This is an optimization exercise on Yosys and OpenROAD, whose aim is small area, a short achievable clock period and few clock cycles per item, not a production implementation. In this exercise RTL edits were held to simulation tests only and were not proved equivalent to the original.

==> flow/design.v <==
module cxu_hexw (
    input  wire         clk,
    input  wire         rst,         
    input  wire         cmd_valid,
    output wire         cmd_ready,
    input  wire [1:0]   layout,      
    input  wire [127:0] x,           
    input  wire         pv,          
    input  wire [31:0]  prec,        
    input  wire [63:0]  first,
    input  wire [63:0]  last,
    output reg          mem_we,
    output reg  [63:0]  mem_addr,
    output reg  [7:0]   mem_wdata,
    input  wire         mem_ack,
    output reg          done,
    output reg  [3:0]   status,
    output reg  [63:0]  cursor
);
    localparam [3:0] ST_NONE = 4'h0;
    localparam [3:0] ST_OK   = 4'h1;
    localparam [3:0] ST_VTL  = 4'h2;
    localparam [2:0] S_IDLE  = 3'd0;
    localparam [2:0] S_PREP  = 3'd1;
    localparam [2:0] S_CHECK = 3'd2;
    localparam [2:0] S_EMIT  = 3'd3;
    localparam [2:0] P_SIGN  = 3'd0;
    localparam [2:0] P_LEAD  = 3'd1;
    localparam [2:0] P_DOT   = 3'd2;
    localparam [2:0] P_FRAC  = 3'd3;
    localparam [2:0] P_P     = 3'd4;
    localparam [2:0] P_ESIGN = 3'd5;
    localparam [2:0] P_EXP   = 3'd6;
    reg [2:0]   state;
    reg [2:0]   piece;
    reg [1:0]   lay_q;
    reg [127:0] x_q;
    reg         pv_q;
    reg [31:0]  prec_q;
    reg [63:0]  first_q;
    reg [63:0]  last_q;
    reg         s;
    reg [14:0]  ebits;
    reg         j;
    reg [111:0] frac;        
    reg [4:0]   nhex;
    reg [14:0]  bias;
    always @(*) begin
        case (lay_q)
            2'd0: begin
                s     = x_q[31];
                ebits = {7'd0, x_q[30:23]};
                j     = (x_q[30:23] != 8'd0);
                frac  = {x_q[22:0], 89'd0};
                nhex  = 5'd6;
                bias  = 15'd127;
            end
            2'd1: begin
                s     = x_q[63];
                ebits = {4'd0, x_q[62:52]};
                j     = (x_q[62:52] != 11'd0);
                frac  = {x_q[51:0], 60'd0};
                nhex  = 5'd13;
                bias  = 15'd1023;
            end
            2'd2: begin
                s     = x_q[79];
                ebits = x_q[78:64];
                j     = x_q[63];
                frac  = {x_q[62:0], 49'd0};
                nhex  = 5'd16;
                bias  = 15'd16383;
            end
            default: begin
                s     = x_q[127];
                ebits = x_q[126:112];
                j     = (x_q[126:112] != 15'd0);
                frac  = x_q[111:0];
                nhex  = 5'd28;
                bias  = 15'd16383;
            end
        endcase
    end
    wire [15:0] eeff = (ebits == 15'd0) ? 16'd1 : {1'b0, ebits};
    wire [15:0] e    = eeff - {1'b0, bias};           
    wire        eneg = e[15];
    wire [14:0] emag = eneg ? (15'd0 - e[14:0]) : e[14:0];
    wire [113:0] q = {1'b0, j, frac};
    reg  [113:0] qr;
    reg  [31:0]  nf;
    reg  [7:0]   drop;
    reg  [113:0] dmask;
    reg  [113:0] rem;
    reg  [113:0] half;
    reg          up;
    reg  [5:0]   tz;         
    integer      k;
    always @(*) begin
        qr    = q;
        drop  = 8'd0;
        dmask = 114'd0;
        rem   = 114'd0;
        half  = 114'd0;
        up    = 1'b0;
        tz    = 6'd0;
        if (!pv_q) begin
            for (k = 0; k < 28; k = k + 1)
                if (frac[4*k +: 4] == 4'd0 && tz == k[5:0])
                    tz = tz + 6'd1;
            nf = 32'd28 - {26'd0, tz};
        end else if (prec_q >= {27'd0, nhex}) begin
            nf = prec_q;
        end else begin
            nf    = prec_q;
            drop  = 8'd112 - {prec_q[5:0], 2'b00};
            dmask = (114'd1 << drop) - 114'd1;
            rem   = q & dmask;
            half  = 114'd1 << (drop - 8'd1);
            up    = (rem > half) || (rem == half && q[drop]);
            qr    = (q & ~dmask) + (up ? (114'd1 << drop) : 114'd0);
        end
    end
    function [19:0] to_bcd;
        input [14:0] v;
        integer i;
        reg [19:0] b;
        begin
            b = 20'd0;
            for (i = 14; i >= 0; i = i - 1) begin
                if (b[3:0]   >= 4'd5) b[3:0]   = b[3:0]   + 4'd3;
                if (b[7:4]   >= 4'd5) b[7:4]   = b[7:4]   + 4'd3;
                if (b[11:8]  >= 4'd5) b[11:8]  = b[11:8]  + 4'd3;
                if (b[15:12] >= 4'd5) b[15:12] = b[15:12] + 4'd3;
                if (b[19:16] >= 4'd5) b[19:16] = b[19:16] + 4'd3;
                b = {b[18:0], v[i]};
            end
            to_bcd = b;
        end
    endfunction
    wire [19:0] bcd = to_bcd(emag);
    wire [2:0]  nd  = (bcd[19:16] != 4'd0) ? 3'd5 :
                      (bcd[15:12] != 4'd0) ? 3'd4 :
                      (bcd[11:8]  != 4'd0) ? 3'd3 :
                      (bcd[7:4]   != 4'd0) ? 3'd2 : 3'd1;
    wire [34:0] len = {34'd0, s} + 35'd1 + ((nf != 32'd0) ? {3'd0, nf} + 35'd1 : 35'd0)
                      + 35'd2 + {32'd0, nd};
    reg         s_r;
    reg [1:0]   lead_r;
    reg [111:0] fsh_r;       
    reg [31:0]  nf_r;
    reg         eneg_r;
    reg [19:0]  esh_r;       
    reg [2:0]   nd_r;
    reg [34:0]  len_r;
    reg [31:0]  cnt;         
    wire [63:0] span = last_q - first_q;
    function [7:0] hexdig;
        input [3:0] v;
        hexdig = (v < 4'd10) ? (8'h30 + {4'd0, v}) : (8'h61 + {4'd0, v} - 8'd10);
    endfunction
    assign cmd_ready = (state == S_IDLE);
    always @(*) begin
        mem_we    = (state == S_EMIT);
        mem_addr  = cursor;
        case (piece)
            P_SIGN:  mem_wdata = 8'h2D;
            P_LEAD:  mem_wdata = hexdig({2'b00, lead_r});
            P_DOT:   mem_wdata = 8'h2E;
            P_FRAC:  mem_wdata = hexdig(fsh_r[111:108]);
            P_P:     mem_wdata = 8'h70;
            P_ESIGN: mem_wdata = eneg_r ? 8'h2D : 8'h2B;
            default: mem_wdata = 8'h30 + {4'd0, esh_r[19:16]};
        endcase
    end
    always @(posedge clk) begin
        if (rst) begin
            state   <= S_IDLE;
            piece   <= P_SIGN;
            done    <= 1'b0;
            status  <= ST_NONE;
            cursor  <= 64'd0;
            lay_q   <= 2'd0;
            x_q     <= 128'd0;
            pv_q    <= 1'b0;
            prec_q  <= 32'd0;
            first_q <= 64'd0;
            last_q  <= 64'd0;
            s_r     <= 1'b0;
            lead_r  <= 2'd0;
            fsh_r   <= 112'd0;
            nf_r    <= 32'd0;
            eneg_r  <= 1'b0;
            esh_r   <= 20'd0;
            nd_r    <= 3'd0;
            len_r   <= 35'd0;
            cnt     <= 32'd0;
        end else begin
            done <= 1'b0;
            case (state)
                S_IDLE: begin
                    if (cmd_valid) begin
                        lay_q   <= layout;
                        x_q     <= x;
                        pv_q    <= pv;
                        prec_q  <= prec;
                        first_q <= first;
                        last_q  <= last;
                        state   <= S_PREP;
                    end
                end
                S_PREP: begin
                    s_r    <= s;
                    lead_r <= qr[113:112];
                    fsh_r  <= qr[111:0];
                    nf_r   <= nf;
                    eneg_r <= eneg;
                    esh_r  <= bcd << (4 * (5 - nd));
                    nd_r   <= nd;
                    len_r  <= len;
                    state  <= S_CHECK;
                end
                S_CHECK: begin
                    if ({29'd0, len_r} > span) begin
                        status <= ST_VTL;
                        cursor <= last_q;
                        done   <= 1'b1;
                        state  <= S_IDLE;
                    end else begin
                        cursor <= first_q;
                        piece  <= s_r ? P_SIGN : P_LEAD;
                        state  <= S_EMIT;
                    end
                end
                S_EMIT: begin
                    if (mem_ack) begin
                        cursor <= cursor + 64'd1;
                        case (piece)
                            P_SIGN: piece <= P_LEAD;
                            P_LEAD: piece <= (nf_r != 32'd0) ? P_DOT : P_P;
                            P_DOT: begin
                                piece <= P_FRAC;
                                cnt   <= nf_r;
                            end
                            P_FRAC: begin
                                fsh_r <= {fsh_r[107:0], 4'd0};
                                cnt   <= cnt - 32'd1;
                                if (cnt == 32'd1) piece <= P_P;
                            end
                            P_P:     piece <= P_ESIGN;
                            P_ESIGN: begin
                                piece <= P_EXP;
                                cnt   <= {29'd0, nd_r};
                            end
                            default: begin
                                esh_r <= {esh_r[15:0], 4'd0};
                                cnt   <= cnt - 32'd1;
                                if (cnt == 32'd1) begin
                                    status <= ST_OK;
                                    done   <= 1'b1;
                                    state  <= S_IDLE;
                                end
                            end
                        endcase
                    end
                end
                default: state <= S_IDLE;
            endcase
        end
    end
endmodule
==> flow/run.sh <==
#!/bin/bash
# synth_recipe.tcl (not shown) runs the flow's synth.tcl, then flattens the netlist and writes it again
# the make line also repeats each setting of config.mk as NAME=value (left out here)
make -C /OpenROAD-flow-scripts/flow DESIGN_CONFIG=/design/flow/config.mk WORK_HOME=/design/flow/orfs CLKGATE_MAP_FILE= SYNTH_SCRIPT=/design/flow/synth_recipe.tcl finish
==> flow/config.mk <==
export PLATFORM = sky130hd
export DESIGN_NAME = cxu_hexw
export DESIGN_NICKNAME = cxu_hexw
export VERILOG_FILES = /design/flow/design.v
export SDC_FILE = /design/flow/constraint.sdc
export NUM_CORES = 4
export LEC_CHECK = 0
export CAP_MARGIN = 20
export CORE_MARGIN = 2
export CORE_UTILIZATION = 40
export SLEW_MARGIN = 20
==> flow/constraint.sdc <==
create_clock -name core_clock -period 40.0 [get_ports {clk}]
set_input_delay 8.0000 -clock core_clock [delete_from_list [all_inputs] [get_ports {clk}]]
set_output_delay 8.0000 -clock core_clock [all_outputs]
set_load 0.01 [all_outputs]
==> run summary <==
-- worst max-delay path by stage --
stage,end,cells past startpoint
global route,len_r[25]$_SDFFE_PP0P_,151
detailed placement,len_r[25]$_SDFFE_PP0P_,149
CTS,len_r[25]$_SDFFE_PP0P_,149
global placement,len_r[25]$_SDFFE_PP0P_,146
finish,len_r[25]$_SDFFE_PP0P_,149
floorplan,len_r[28]$_SDFFE_PP0P_,163
-- Yosys cell counts, drive strengths merged, types with 20 or more instances --
cell type / count
a2111oi: 23
a211o: 34
a211oi: 77
a21o: 51
a21oi: 801
a221oi: 56
a22oi: 40
a311oi: 23
a31o: 20
a31oi: 102
and2: 77
and3: 86
buf: 113
clkbuf: 385
dfxtp: 600
ha: 292
inv: 273
mux2: 45
mux2i: 110
mux4: 39
nand2: 1142
nand2b: 57
nand3: 194
nand4: 73
nor2: 632
nor2b: 77
nor3: 193
nor4: 112
o211ai: 66
o21a: 38
o21ai: 441
o21bai: 32
o22ai: 75
o311ai: 24
o31a: 21
o31ai: 38
or2: 36
or3: 38
or4: 26
xnor2: 102
xor2: 56
-- metal layers --
layer / part of all wire [%] / wire length [µm] / vias up
met1: 45 / 87530 / 25460
met2: 43 / 84210 / 2302
met5: 0.031 / 60 / -
met3: 8.7 / 17070 / 371
li1: - / - / 25370
met4: 3.8 / 7469 / 10
-- metrics by stage --
stage	setup WS [ns]	hold WS, ns
floorplan	8.884	0.4283
global placement	4.777	0.4396
detailed placement	3.758	0.4463
CTS	3.549	0.4547
global route	0.02507	0.4715
finish	2.845	0.4529
-- cell type report --
| type | count | area [µm²] | area share [%] |
|---|---|---|---|
| multi-input combinational | 5599 | 34220 | 59.94 |
| sequential | 600 | 12020 | 21.06 |
| timing repair buffer | 529 | 5072 | 8.885 |
| clock buffer | 95 | 2072 | 3.630 |
| tap | 1625 | 2033 | 3.562 |
| inverter | 276 | 1036 | 1.815 |
| clock inverter | 42 | 613.1 | 1.074 |
| antenna | 8 | 20.02 | 0.03507 |
-- worst reg2reg max path, delay by kind of cell (launching register included) --
family | cells | cell delay, ns
AO/OA/AOI/OAI | 45 | 10.88
XOR/XNOR | 3 | 0.73
adder cells (fa/ha/maj) | 28 | 6.31
buffers and inverters | 8 | 0.91
flip-flops | 1 | 0.44
multiplexers | 2 | 0.62
AND/OR/NAND/NOR | 63 | 17.20
-- logic make-up after synthesis --
kind of cell	count (synthesis)	synth area share [%]
compound gates	2131	27.33
xor+xnor	159	2.855
fa+ha+maj	294	7.491
buf+inv	774	6.469
flops	600	24.36
mux	194	5.043
other cells	2	0.01523
simple gates	2816	26.43
-- flip-flops by register name, indices dropped and copies added, names as in the netlist, 20 cells and up --
| name | flops |
|---|---|
| last_q | 64 |
| cnt | 32 |
| fsh_r | 112 |
| esh_r | 20 |
| x_q | 128 |
| nf_r | 32 |
| prec_q | 32 |
| len_r | 34 |
| cursor | 64 |
| first_q | 64 |
==> reports/qor.csv <==
stage,metric,value,unit
outcome,run status,finished clean,
finish,P&R area growth vs syn,15.78,%
finish,"most common cell after layout, fill and taps aside",nand2_1,
yosys,synthesis-stage register bit count,600,
global_routing,gr usage total,29.72,%
worst_setup_path,R2R setup slack,2.85,ns
timing,Worst Skew,0.06526,ns
clocking,"Clk pin slew, worst setup/hold paths",0.07,ns
timing,post-layout min period,37.15,ns
route,ANT nets after route,0,
global_routing,busiest grt layer,met2,
global_routing,met1 Usage GRT,42.08,%
worst_setup_path,crit-path most repeated cell,ha_1,
floorplan,FP Rows,128,
yosys,Syn Std Cell Area,0.04930,mm²
place,DP Area,0.05438,mm²
clocking,CTS tree,yes,
flow_run,Max Cap Viol,0,
finish,layout cell share with drive strength beyond 1,6.484,%
yosys,Synth area leaders,"dfxtp_1, nand2_1, a21oi_1, ha_1, nor2_1",
min_path,Hold/Removal Path Class,register to register,
finish,post-route cell area,0.05709,mm²
worst_setup_path,Critical Path RT,40.62,ns
min_path,worst hold stages,2,
worst_setup_path,crit path DAT,37.77,ns
worst_setup_path,CP Capture Type,register,
yosys,top cell type's share of synthesized area,24.36,%
clocking,H-Tree Depth,3,
timing,crit share post-route,92.89,%
clocking,Clock Latency Late Sink,0.70,ns
worst_setup_path,Reg-to-Reg Start,x_q[5]$_SDFFE_PP0P_,
place,post-DP HPWL,148100,µm
clocking,CTS Buf Count,74,
timing,Slew headroom,20.95,%
finish,fin util,46.78,%
yosys,Post-synth EDFFs,0,
route,via count,53510,
route,DRC,0,
worst_setup_path,Reg-to-Reg End,len_r[25]$_SDFFE_PP0P_,
yosys,"Seq/Total Area, Yosys",24.36,%
global_routing,global-route wire length before repair,297400,µm
timing,Final Max Tran Viols,0,
route,DR pass1 iterations,8,
finish,Final nets,7669,
place,PortBufs,433,
yosys,Mapped Cells,6970,
timing,Sum Neg Setup Slack,0,ns
worst_setup_path,CP max FO,16,
route,vias per std cell,6.099,
worst_setup_path,path depth of the worst reg2reg path,149,
timing,RSZ-0062 raised after global routing,false,
global_routing,total gr overflow,0,
floorplan,Initial Util,40.40,%
floorplan,Core ar.,0.1220,mm²
yosys,top_reg_cell synth,dfxtp_1,
route,final WL,196300,µm
worst_setup_path,Setup crit start,x_q[5]$_SDFFE_PP0P_,
global_routing,antenna violations before repair,14,
route,Initial DRC Count,6256,
place,placed cell count,8629,
clocking,cells resized by post-CTS repair,0,
floorplan,Die ar.,0.1261,mm²
timing,Max Clk Rate,0.02691,GHz
yosys,synth unique cells,125,
floorplan,height of the chip,355.1,µm
route,routed len/inst,22.38,µm
worst_setup_path,CP max-delay cell,nor2b_1,
timing,Final Hold Viols,0,
worst_setup_path,CP Class,register to register,
clocking,Setup Buffers After CTS,0,
finish,Finished Layout Cells,8774,
clocking,# clock sinks,600,
timing,worst slew pin tran,1.173,ns
clocking,clk buf depth,3,
yosys,Post-Syn Area per Cell,7.074,µm²
min_path,Hold EP,first_q[35]$_SDFFE_PP0P_,
finish,most frequent cells in the layout,"nand2_1, a21oi_1, nor2_1",
yosys,Synth area leader,dfxtp_1,
place,GPL Wtd Cong,1.022,
timing,"Setup violations, final",0,
clocking,CTS Hold Bufs,0,
worst_setup_path,Top delay family on crit path,simple AND/OR/NAND/NOR gates,
yosys,synth warn,1,
clocking,clock root cell,clkbuf_16,
global_routing,vias in the first global route,49050,
worst_setup_path,crit path buf inv count,8,
global_routing,met3 usage,5.544,%
global_routing,pin count of the biggest net entering global routing,111,
finish,Filler cells,12490,
global_routing,met2 usage,44.66,%
min_path,hold_sp,first_q[35]$_SDFFE_PP0P_,
worst_setup_path,startpoint types,register,
floorplan,IO Pins,438,
floorplan,die width,355.1,µm
yosys,Post-synth ARST share,0,%
worst_setup_path,critical path's largest stage delay,0.83,ns
Testbench counts, summed over its fixed seeds: cycles 57,326, items 3,200.

## port drivers added, routing unchanged
Ports are ideal in the flow. The routed layout listed here was re-timed in OpenROAD.
Step 1: set_driving_cell puts a clkbuf_16 on clk and a buf_2 on each other input, an assumption about the parent block.
Step 2 adds t to the input delays and takes it off the output delays; t is the mean of the earliest and latest rising clock arrival at the registers after step 1. Input paths then give back, and output paths get back, about the clock's delay inside the block.
Slacks: no drivers / after step 1 / after step 2; pairs: no drivers / after step 1.
shift t [ns]: 0.748
setup slack, ns: 2.845 / 2.845 / 2.845
worst register clock-pin slew, ns: 0.07 / 0.07
After both steps this run still meets setup and hold. For this run, drivers alone change the setup slack by 0.000 ns; drivers and shift together by 0.000 ns.
